From an optimization exercise on the open Yosys and OpenROAD flow, aimed at small area, a short achievable clock period and few clock cycles per item; shortcuts taken in it are not production practice. Only simulation tests tie the RTL to the original design; equivalence was not proved.

**flow/run.sh**
```bash
#!/bin/bash
# synth_recipe.tcl (not shown) runs the flow's synth.tcl, then flattens the netlist and writes it again
# the make line also repeats each setting of config.mk as NAME=value (left out here)
make -C /OpenROAD-flow-scripts/flow DESIGN_CONFIG=/design/flow/config.mk WORK_HOME=/design/flow/orfs CLKGATE_MAP_FILE= SYNTH_SCRIPT=/design/flow/synth_recipe.tcl finish
```
**flow/constraint.sdc**
```tcl
create_clock -name core_clock -period 95.0 [get_ports {clk}]
set_input_delay 19.0000 -clock core_clock [delete_from_list [all_inputs] [get_ports {clk}]]
set_output_delay 19.0000 -clock core_clock [all_outputs]
set_load 0.01 [all_outputs]
```
**flow/config.mk**
```make
export PLATFORM = sky130hd
export DESIGN_NAME = cse_pixel
export DESIGN_NICKNAME = cse_pixel
export VERILOG_FILES = /design/flow/design.v
export SDC_FILE = /design/flow/constraint.sdc
export NUM_CORES = 4
export LEC_CHECK = 0
export CAP_MARGIN = 20
export CORE_MARGIN = 2
export CORE_UTILIZATION = 40
export SLEW_MARGIN = 20
```
**flow/design.v**
```verilog
module cse_tohsv (
    input  wire [7:0] r,
    input  wire [7:0] g,
    input  wire [7:0] b,
    output wire [7:0] h,
    output wire [7:0] s,
    output wire [7:0] v
);
    wire [7:0] mx = (r >= g) ? ((r >= b) ? r : b) : ((g >= b) ? g : b);
    wire [7:0] mn = (r <= g) ? ((r <= b) ? r : b) : ((g <= b) ? g : b);
    wire [7:0] delta = mx - mn;
    wire [15:0] s_num = delta * 16'd255;
    wire [15:0] s_quo = s_num / {8'd0, mx};
    wire [7:0]  s_val = (mx == 8'd0) ? 8'd0 : s_quo[7:0];
    reg signed [9:0]  diff;
    reg signed [11:0] base;
    always @(*) begin
        if (r == mx) begin
            diff = $signed({2'b00, g}) - $signed({2'b00, b});
            base = 12'sd0;
        end else if (g == mx) begin
            diff = $signed({2'b00, b}) - $signed({2'b00, r});
            base = 12'sd510;
        end else begin
            diff = $signed({2'b00, r}) - $signed({2'b00, g});
            base = 12'sd1020;
        end
    end
    wire signed [17:0] sec_den = (delta == 8'd0) ? 18'sd255 : $signed({10'd0, delta});
    wire signed [17:0] sec_num = diff * 18'sd255;
    wire signed [17:0] sec_quo = sec_num / sec_den;
    wire signed [17:0] x       = sec_quo + base;
    wire signed [17:0] hd_raw = (x * 18'sd60) / 18'sd255;
    wire signed [17:0] hd     = (hd_raw < 0)       ? hd_raw + 18'sd360 :
                                (hd_raw >= 18'sd360) ? hd_raw - 18'sd360 : hd_raw;
    wire [17:0] h_quo = ($unsigned(hd) * 18'd255) / 18'd360;
    assign v = mx;
    assign s = s_val;
    assign h = (s_val == 8'd0) ? 8'd0 : h_quo[7:0];
endmodule
module cse_torgb (
    input  wire [7:0] h,
    input  wire [7:0] s,
    input  wire [7:0] v,
    output reg  [7:0] r,
    output reg  [7:0] g,
    output reg  [7:0] b
);
    wire [16:0] hd   = ({9'd0, h} * 17'd360) / 17'd255;    
    wire [16:0] sec  = hd / 17'd60;                         
    wire [16:0] f    = hd % 17'd60;                         
    wire [2:0]  i    = (sec == 17'd6) ? 3'd0 : sec[2:0];
    wire [23:0] p_num = {16'd0, v} * (24'd255 - {16'd0, s});
    wire [23:0] q_num = {16'd0, v} * (24'd15045 - {16'd0, s} * f[7:0]);
    wire [23:0] t_num = {16'd0, v} * (24'd15045 - {16'd0, s} * (8'd59 - f[7:0]));
    wire [23:0] p_quo = p_num / 24'd255;
    wire [23:0] q_quo = q_num / 24'd15045;
    wire [23:0] t_quo = t_num / 24'd15045;
    wire [7:0]  p = p_quo[7:0];
    wire [7:0]  q = q_quo[7:0];
    wire [7:0]  t = t_quo[7:0];
    always @(*) begin
        if (s == 8'd0) begin
            r = v; g = v; b = v;
        end else begin
            case (i)
                3'd0:    begin r = v; g = t; b = p; end
                3'd1:    begin r = q; g = v; b = p; end
                3'd2:    begin r = p; g = v; b = t; end
                3'd3:    begin r = p; g = q; b = v; end
                3'd4:    begin r = t; g = p; b = v; end
                default: begin r = v; g = p; b = q; end
            endcase
        end
    end
endmodule
module cse_stretch (
    input  wire [7:0] x,
    input  wire [7:0] hi,
    output wire [7:0] y
);
    wire [15:0] num = {8'd0, x} * 16'd255;
    wire [15:0] quo = num / {8'd0, hi};
    assign y = (hi == 8'd0)       ? x :
               (quo > 16'd255)    ? 8'd255 : quo[7:0];
endmodule
module cse_pixel (
    input  wire       clk,
    input  wire       rst,
    input  wire       in_valid,
    output wire       in_ready,
    input  wire [2:0] in_op,
    input  wire [7:0] in_a,
    input  wire [7:0] in_b,
    input  wire [7:0] in_c,
    input  wire [7:0] in_k,
    input  wire [7:0] in_shi,
    input  wire [7:0] in_vhi,
    output reg        out_valid,
    input  wire       out_ready,
    output reg  [7:0] out_a,
    output reg  [7:0] out_b,
    output reg  [7:0] out_c,
    output reg  [7:0] out_k
);
    localparam OP_RGB2HSV    = 3'd0;
    localparam OP_HSV2RGB    = 3'd1;
    localparam OP_SV_STRETCH = 3'd2;
    localparam OP_ENH_FWD    = 3'd3;
    localparam OP_ENH_BWD    = 3'd4;
    wire [7:0] c0 = 8'd255 - in_a;
    wire [7:0] m0 = 8'd255 - in_b;
    wire [7:0] y0 = 8'd255 - in_c;
    wire [7:0] kk = (c0 <= m0) ? ((c0 <= y0) ? c0 : y0) : ((m0 <= y0) ? m0 : y0);
    wire       use_cmy = (in_op == OP_ENH_FWD);
    wire [7:0] hsv_r = use_cmy ? c0 - kk : in_a;
    wire [7:0] hsv_g = use_cmy ? m0 - kk : in_b;
    wire [7:0] hsv_b = use_cmy ? y0 - kk : in_c;
    wire [7:0] hsv_h, hsv_s, hsv_v;
    cse_tohsv u_tohsv (
        .r(hsv_r), .g(hsv_g), .b(hsv_b),
        .h(hsv_h), .s(hsv_s), .v(hsv_v)
    );
    wire [7:0] s_str, v_str;
    cse_stretch u_str_s (.x(in_b), .hi(in_shi), .y(s_str));
    cse_stretch u_str_v (.x(in_c), .hi(in_vhi), .y(v_str));
    reg  [7:0] rgb_s, rgb_v;
    always @(*) begin
        case (in_op)
            OP_SV_STRETCH: begin rgb_s = s_str; rgb_v = v_str; end
            OP_ENH_BWD:    begin rgb_s = in_b;  rgb_v = v_str; end
            default:       begin rgb_s = in_b;  rgb_v = in_c;  end
        endcase
    end
    wire [7:0] rgb_r, rgb_g, rgb_b;
    cse_torgb u_torgb (
        .h(in_a), .s(rgb_s), .v(rgb_v),
        .r(rgb_r), .g(rgb_g), .b(rgb_b)
    );
    wire [8:0] c_sum = {1'b0, rgb_r} + {1'b0, in_k};
    wire [8:0] m_sum = {1'b0, rgb_g} + {1'b0, in_k};
    wire [8:0] y_sum = {1'b0, rgb_b} + {1'b0, in_k};
    wire [7:0] c_cl  = c_sum[8] ? 8'd255 : c_sum[7:0];
    wire [7:0] m_cl  = m_sum[8] ? 8'd255 : m_sum[7:0];
    wire [7:0] y_cl  = y_sum[8] ? 8'd255 : y_sum[7:0];
    reg [7:0] res_a, res_b, res_c, res_k;
    always @(*) begin
        res_k = 8'd0;
        case (in_op)
            OP_RGB2HSV: begin
                res_a = hsv_h; res_b = hsv_s; res_c = hsv_v;
            end
            OP_HSV2RGB, OP_SV_STRETCH: begin
                res_a = rgb_r; res_b = rgb_g; res_c = rgb_b;
            end
            OP_ENH_FWD: begin
                res_a = hsv_h; res_b = hsv_s; res_c = hsv_v; res_k = kk;
            end
            OP_ENH_BWD: begin
                res_a = 8'd255 - c_cl; res_b = 8'd255 - m_cl; res_c = 8'd255 - y_cl;
            end
            default: begin
                res_a = 8'd0; res_b = 8'd0; res_c = 8'd0;
            end
        endcase
    end
    assign in_ready = !out_valid || out_ready;
    always @(posedge clk) begin
        if (rst) begin
            out_valid <= 1'b0;
        end else if (in_ready) begin
            out_valid <= in_valid;
        end
    end
    always @(posedge clk) begin
        if (in_valid && in_ready) begin
            out_a <= res_a;
            out_b <= res_b;
            out_c <= res_c;
            out_k <= res_k;
        end
    end
endmodule
```
==> results.txt <==
==> cells by family (layout without fill, tap and decap cells) <==
group           Yosys count  after routing  synth area share [%]
compound gates         2809           2809                 26.07
simple gates           3390           3391                 21.57
flops                    33             33                 1.321
fa+ha+maj              1541           1541                 31.77
mux                     233            233                 3.375
buf+inv                1373           1850                 7.094
xor+xnor                737            737                 8.789
other cells               1              2              0.005050
==> synthesized netlist by cell type, drive strengths merged (124+ instances only) <==
cell	number	share of area, %
nand2	1021	5.2
ha	935	16
clkbuf	201	1.0
fa	582	16
o21a	322	3.3
nand2b	124	1.0
a21oi	630	4.3
o31ai	184	1.9
o21bai	148	1.5
inv	1106	5.6
a21o	140	1.4
nor3	435	3.0
xor2	168	2.0
nor2	895	4.5
o21ai	438	3.0
xnor2	565	6.7
nand3	230	1.6
==> metal layers <==
metal	part of all wire, %	vias up	routed length [um]	track usage [%]
met2	47	2348	117200	42.75
li1	-	37090	-	-
met4	3.6	2	9005	7.852
met1	44	37070	111200	33.76
met3	5.0	456	12610	1.593
met5	0.0052	-	13	0
==> cell type report <==
type                            count  area share [%]
Clock inverter                      3         0.05441
Timing Repair Buffer              731           6.919
Sequential cell                    33           1.153
Multi-Input combinational cell   8713           83.17
Tap cell                         2480           3.647
Inverter                         1111           4.909
Clock buffer                        5          0.1471
==> worst reg2reg max path, stage by stage (launching register included) <==
cell and delay, ns:
dfxtp_1 0.32, nand2b_1 0.10, and2_2 0.14, buf_4 0.44
==> flip-flops by register name, indices dropped and copies added (netlist names) <==
name / count
out_a: 8
out_b: 8
out_c: 8
out_k: 8
out_valid: 1
==> repair_timing <==
item / in CTS / in global routing
resized for setup: 43 / 496
cloned: 0 / 7
endpoints found under the setup margin: 4 / 19
buffers inserted: 13 / 179
pin swaps: 14 / 273
==> metrics by stage <==
step / cells / setup WS (ns)
6_report: 13080 / 2.467
5_1_grt: 13080 / -1.231
4_1_cts: 12890 / 0.0007176
3_5_place_dp: 12870 / -1.827
3_3_place_gp: 12870 / -0.5300
2_1_floorplan: 10120 / 0.06661
==> worst min-delay path by stage <==
| stage | cells past startpoint | start | endpoint |
|---|---|---|---|
| 5_1_grt | 2 | out_valid$_SDFFE_PP0N_ | out_valid$_SDFFE_PP0N_ |
| 4_1_cts | 2 | out_valid$_SDFFE_PP0N_ | out_valid$_SDFFE_PP0N_ |
| 3_5_place_dp | 2 | out_valid$_SDFFE_PP0N_ | out_valid$_SDFFE_PP0N_ |
| 2_1_floorplan | 2 | out_valid$_SDFFE_PP0N_ | out_valid$_SDFFE_PP0N_ |
| 3_3_place_gp | 2 | out_valid$_SDFFE_PP0N_ | out_valid$_SDFFE_PP0N_ |
| 6_report | 2 | out_valid$_SDFFE_PP0N_ | out_valid$_SDFFE_PP0N_ |
==> metrics.md <==
| Metric | Value |
|---|---|
| CTS Buffer Depth | 2 |
| End-of-flow core utilization | 46.03% |
| Total clock sinks | 33 |
| Yosys warning count | 3 |
| Post-Route Skew | around 0.013 ns |
| Die area | 189100 sq um |
| FILL cells | 18560 |
| Number of global-route vias before repair | 74580 |
| Number of distinct library cell variants in the gate-level netlist after synthesis | 137 |
| Final instance area | roughly 85000 sq um |
| # rows | 158 |
| Via Count | between 70000 and 80000 |
| Clock tree root buffer cell | clkbuf_16 |
| Antenna viol nets, final | 0 |
| Crit path launch type | input pin |
| Fraction of the cycle the final worst path needs | 97.40% |
| Element type at the critical path end | flip-flop |
| Primary flip-flop cell chosen by synthesis mapping | edfxtp_1 |
| Area growth from synthesis to layout | 14.59% |
| Clock H-tree levels | 2 |
| RePlAce Congestion | 0.9890 |
| Average size of a mapped cell | approximately 7.3 sq um |
| Final slew viol count | 0 |
| Number of DRC markers after the initial detailed-route iteration | 5903 |
| Number of buffers created by CTS | 5 |
| Final global-route overflow total | 0 |
| Leading cell types in the layout, fill and taps excluded | 1073 x inv_1, 1009 x nand2_1, 899 x ha_1 |
| Most numerous cell on the critical path | o21a_1 |
| Pre-antenna DRT Iters | 9 |
| Final min period | 92.53 ns |
| Crit Reg-Reg Endpoint | out_b[3]$_DFFE_PP_ |
| Post-place instance area | 80890 sq um |
| Y dimension of the die | 434.9 um |
| Startpoint-to-endpoint class of the critical path | in -> reg |
| Final hold viol count | 0 |
| Buffers added on ports | 88 |
| Relative slew margins | 22.19% |
| Cell family contributing the most delay on the critical path | compound AO/OA/AOI/OAI gates |
| Number of flops mapped to enable cells by yosys | 32 |
| Total routed wirelength | about 250 mm |
| CP Buf/Inv Count | 46 |
| Number of DRC violations after detailed routing | 0 |
| Total standard cell area after synthesis | 74250 sq um |
| Worst Setup SP | in_b[5] |
| Total negative slack | 0 ns |
| Max Clk Rate | about 11 MHz |
| FFs w/ async S/R, synth | 0% |
| CTS Hold Buffers Added | 0 |
| Final setup violation count | 0 |
| Storage element area | slightly below 1000 sq um |
| Initial core utilization | 40.17% |
| Global-route usage over all layers | 25.08% |
| Number of placed I/O pins | just under 90 |
| Max incr delay on CP | around 0.64 ns |
| Post-DR wirelength/cell | about 19 um |
| Die W | 434.9 um |
| Largest fanout on the critical path | 20 |
| Fraction of layout instances using a drive strength above 1 | 12.81% |
| Transition time at the pin with the least slew margin | 1.157 ns |
| Post-DR vias/cell | between 5 and 6 |
| Clock transition at the register clock pins on the worst setup and hold paths after CTS | 0.07 ns |
| Worst path arrival time | 92.70 ns |
| Critical Path Stages | 404 |
| Initial antenna violation count | 4 |
| Synthesized instance count | 10120 |
| Std-Cell Core Area | 184800 sq um |
| Skew-Pair Late Insertion Delay | 0.34 ns |
| Sequential element share of the synthesized area | 1.321% |
| Most common library cell in the layout ignoring fill and taps | inv_1 |
| Worst r2r path cells | 3 |
| Flop and latch count out of synthesis | 33 |
| Number of violations of the max-capacitance limit | 0 |
| Layout Nets | 12170 |
| Worst R2R Start | out_valid$_SDFFE_PP0N_ |
| Critical path data required time | approximately 95 ns |
| Reg-to-reg slack, setup | 93.54 ns |
| Dpl hpwl | 203.8 mm |
| CTS tree | yes |
| Area occupied by multi-input gates | a little over 70000 sq um |
| Hold slack | 0.5259 ns |
| Status | complete, no violations |
| Hold Crit Class | reg -> reg |
| Cell with the largest stage delay on the worst path | or4_4 |
| Final antenna diode count | 0 |
| Wire length of the first global-routing pass | 397.3 mm |
| Pin count of the biggest net entering global routing | 47 |
| Crit path capture | out_a[1]$_DFFE_PP_ |
Testbench counts, summed over its fixed seeds: cycles 32,008, items 32,000.

==> afterwards: timing with drivers on the ports <==
No port has a modelled driver above. Below, the same layout with a new extraction and two added sets of constraints. Step 1: set_driving_cell puts a clkbuf_16 on clk and a buf_2 on each other input, an assumption about the parent block. Step 2 times the ports against the registers' clock, not the clock port: input delays grow and output delays shrink by t, the midpoint of the rising clock arrivals with the driver on. a / b / c = ideal / step 1 / step 2; a / b = the first two.
shift t [ns]: 0.395
setup slack, ns: 2.467 / 2.508 / 2.113
worst setup path after step 2: input to register
After both steps setup and hold are still met in this run. For this run, drivers alone change the setup slack by +0.041 ns; drivers and shift together by -0.354 ns.
